This design comes from an exercise in tuning for small area, a short achievable clock period and few clock cycles per item on the open sky130 flow, not from production work. Where RTL was checked, it was by simulation tests only, not by an equivalence proof against the original. Power and IR drop assume default switching activity.

==> flow/design.v <==
module s16_decoder (
    input  wire        clk,
    input  wire        rst,         
    input  wire        in_valid,
    output wire        in_ready,
    input  wire [31:0] in_word,
    input  wire        in_first,    
    input  wire [15:0] in_len,      
    output reg         out_valid,
    input  wire        out_ready,
    output reg  [27:0] out_value,
    output reg         out_last
);
    function automatic [4:0] width_from_end(input [3:0] s, input [4:0] l);
        begin
            case (s)
                0:  width_from_end = 1;
                1:  width_from_end = (l < 14) ? 1 : 2;
                2:  width_from_end = (l < 7) ? 1 : (l < 14) ? 2 : 1;
                3:  width_from_end = (l < 7) ? 2 : 1;
                4:  width_from_end = 2;
                5:  width_from_end = (l < 8) ? 3 : 4;
                6:  width_from_end = (l < 3) ? 3 : (l < 7) ? 4 : 3;
                7:  width_from_end = 4;
                8:  width_from_end = (l < 2) ? 4 : 5;
                9:  width_from_end = (l < 4) ? 5 : 4;
                10: width_from_end = (l < 2) ? 5 : 6;
                11: width_from_end = (l < 3) ? 6 : 5;
                12: width_from_end = 7;
                13: width_from_end = (l < 2) ? 9 : 10;
                14: width_from_end = 14;
                default: width_from_end = 28;
            endcase
        end
    endfunction
    function automatic [4:0] first_width(input [3:0] s);
        begin
            case (s)
                0, 2, 3: first_width = 1;
                1, 4:    first_width = 2;
                6:       first_width = 3;
                5, 7, 9: first_width = 4;
                8, 11:   first_width = 5;
                10:      first_width = 6;
                12:      first_width = 7;
                13:      first_width = 10;
                14:      first_width = 14;
                default: first_width = 28;
            endcase
        end
    endfunction
    function automatic [4:0] slots_less_one(input [3:0] s);
        begin
            case (s)
                0:  slots_less_one = 27;
                1, 2, 3: slots_less_one = 20;
                4:  slots_less_one = 13;
                5:  slots_less_one = 8;
                6:  slots_less_one = 7;
                7:  slots_less_one = 6;
                8, 9: slots_less_one = 5;
                10, 11: slots_less_one = 4;
                12: slots_less_one = 3;
                13: slots_less_one = 2;
                14: slots_less_one = 1;
                default: slots_less_one = 0;
            endcase
        end
    endfunction
    function automatic [4:0] slots_less_two(input [3:0] s);
        begin
            case (s)
                0:  slots_less_two = 26;
                1, 2, 3: slots_less_two = 19;
                4:  slots_less_two = 12;
                5:  slots_less_two = 7;
                6:  slots_less_two = 6;
                7:  slots_less_two = 5;
                8, 9: slots_less_two = 4;
                10, 11: slots_less_two = 3;
                12: slots_less_two = 2;
                13: slots_less_two = 1;
                default: slots_less_two = 0;
            endcase
        end
    endfunction
    reg        busy;      
    reg [27:0] data;      
    reg [3:0]  wp;        
    reg [3:0]  sel;       
    reg [4:0]  left;      
    reg [15:0] rc;        
    reg        fresh;
    wire [3:0] in_sel = in_word[31:28];
    wire [4:0] wb = width_from_end(sel, left);    
    wire [4:0] wa = first_width(in_sel);
    wire out_free = !out_valid || out_ready;
    assign in_ready = !busy;
    wire accept = in_valid && !busy;
    wire go     = out_free && (busy || in_valid);
    wire load   = accept && in_first;
    wire [27:0] sh1 = wp[0] ? {data[27],    data[27:1]} : data;
    wire [27:0] sh2 = wp[1] ? {sh1[27:26],  sh1[27:2]}  : sh1;
    wire [27:0] sh4 = wp[2] ? {sh2[27:24],  sh2[27:4]}  : sh2;
    wire [27:0] t   = wp[3] ? {sh4[27:18],  sh4[25:8]}  : sh4;
    wire [27:0] src = busy ? t : in_word[27:0];
    wire [3:0]  s   = in_sel;
    wire [27:0] ma;
    assign ma[0]     = 1'b1;
    assign ma[1]     = s[3] | s[2] | (!s[1] & s[0]);
    assign ma[2]     = s[3] | (s[2] & (s[1] | s[0]));
    assign ma[3]     = s[3] | (s[2] & s[0]);
    assign ma[4]     = s[3] & (s[2] | s[1] | !s[0]);
    assign ma[5]     = s[3] & (s[2] | (s[1] & !s[0]));
    assign ma[6]     = s[3] & s[2];
    assign ma[9:7]   = {3{s[3] & s[2] & (s[1] | s[0])}};
    assign ma[13:10] = {4{s[3] & s[2] & s[1]}};
    assign ma[27:14] = {14{&s}};
    wire [27:0] mb  = ~(28'hfffffff << wb);
    wire [27:0] v   = ({28{busy}} & mb & t) | ({28{!busy}} & ma & in_word[27:0]);
    wire rc_one   = fresh ? (rc == 16'd1) : (rc == 16'd2);
    wire list_end = load ? (in_len == 16'd1) : rc_one;
    wire word_end = list_end || (busy ? (left == 5'd0) : (in_sel == 4'd15));
    always @(posedge clk) begin
        if (rst) begin
            busy      <= 1'b0;
            out_valid <= 1'b0;
        end else begin
            if (out_ready)
                out_valid <= 1'b0;
            if (go) begin
                out_valid <= 1'b1;
                busy      <= !word_end;
            end else if (accept) begin
                busy      <= 1'b1;
            end
        end
        if (go) begin
            out_value <= v;
            out_last  <= list_end;
        end
        if (!busy || go)
            data <= src;
        if (!busy) begin
            sel  <= in_sel;
            wp   <= go ? wa[3:0] : 4'd0;
            left <= go ? slots_less_two(in_sel) : slots_less_one(in_sel);
        end else if (go) begin
            wp   <= wb[3:0];
            left <= left - 5'd1;
        end
        if (load)
            rc <= in_len;
        else if (go && !fresh)
            rc <= rc - 16'd1;
        if (go)
            fresh <= 1'b0;
        else if (load)
            fresh <= 1'b1;
    end
endmodule
export LEC_CHECK = 0
export CAP_MARGIN = 20
export CORE_MARGIN = 2
export CORE_UTILIZATION = 65
export SLEW_MARGIN = 20
create_clock -name core_clock -period 8.0 [get_ports {clk}]
standard.sh (not shown) runs the stock make flow with config.mk's settings and CLKGATE_MAP_FILE= SYNTH_SCRIPT=/design/flow/synth_recipe.tcl, a recipe that flattens the netlist after the stock synthesis.
==> flow/flow/run.sh <==
#!/bin/bash
set -euo pipefail
bash standard.sh \
  "BUFFER_PORTS_ARGS=-buffer_cell sky130_fd_sc_hd__buf_1" \
  "SETUP_SLACK_MARGIN=5.35" \
  "CTS_ARGS=-sink_clustering_enable -repair_clock_nets -buf_list sky130_fd_sc_hd__clkbuf_8 -sink_clustering_size 30 -dont_use_dummy_load" \
  finish > standard.log 2>&1
Testbench counts at the start, summed over its fixed seeds: cycles 33,211, items 33,203.
Change:
--- a/flow/design.v
+++ b/flow/design.v
@@ -115,9 +115,22 @@
     assign ma[6]     = s[3] & s[2];
     assign ma[9:7]   = {3{s[3] & s[2] & (s[1] | s[0])}};
     assign ma[13:10] = {4{s[3] & s[2] & s[1]}};
     assign ma[27:14] = {14{&s}};
-    wire [27:0] mb  = ~(28'hfffffff << wb);
+    wire wb_ge3 = wb[4] | wb[3] | wb[2];
+    wire wb_ge9 = wb[4] | wb[3];
+    wire [27:0] mb;
+    assign mb[0]     = 1'b1;
+    assign mb[1]     = wb_ge3 | wb[1];
+    assign mb[2]     = wb_ge3 | (wb[1] & wb[0]);
+    assign mb[3]     = wb_ge3;
+    assign mb[4]     = wb_ge9 | (wb[2] & (wb[1] | wb[0]));
+    assign mb[5]     = wb_ge9 | (wb[2] & wb[1]);
+    assign mb[6]     = wb_ge9 | (wb[2] & wb[1] & wb[0]);
+    assign mb[8:7]   = {2{wb_ge9}};
+    assign mb[9]     = wb[4] | (wb[3] & wb[1]);
+    assign mb[13:10] = {4{wb[4] | (wb[3] & wb[2])}};
+    assign mb[27:14] = {14{wb[4]}};
     wire [27:0] v   = ({28{busy}} & mb & t) | ({28{!busy}} & ma & in_word[27:0]);
     wire rc_one   = fresh ? (rc == 16'd1) : (rc == 16'd2);
     wire list_end = load ? (in_len == 16'd1) : rc_one;
     wire word_end = list_end || (busy ? (left == 5'd0) : (in_sel == 4'd15));
Result: Total power increases by 15%; wire length goes down by 3.3%; cell area hardly moves; non-clock buffer count drops by 5; maximum frequency barely changes; sequential power rises by 8.4%; worst hold slack is about the same; global-route usage drops by 0.90 points; synthesized area fell by 0.38%; die area goes down by 0.36%.
Function not checked in the second run of this note: the RTL went through the layout flow alone.

separate check: timing with driven ports:
No port has a modelled driver above. Below, the same layouts with a new extraction and two added sets of constraints. Step 1, drivers: a clkbuf_16 drives clk and a buf_2 each remaining input, both assumed. Step 2, shift: input delay + t, output delay - t, t = (earliest + latest rising clock arrival at the registers) / 2. This alone moves slack from input paths to output paths. Slacks: ideal ports / drivers / drivers and shift; pairs: ideal ports / drivers.
| run | shift t [ns] | slack for setup (ns) | worst setup path at the end |
|---|---|---|---|
| the first run | 0.382 | 5.383 / 5.386 / 5.005 | input to register |
| the second run | 0.395 | 5.390 / 5.355 / 5.008 | input to register |
After both steps every run listed still meets setup and hold. For the second run, which loses most, drivers alone change the setup slack by -0.035 ns; drivers and shift together by -0.382 ns.
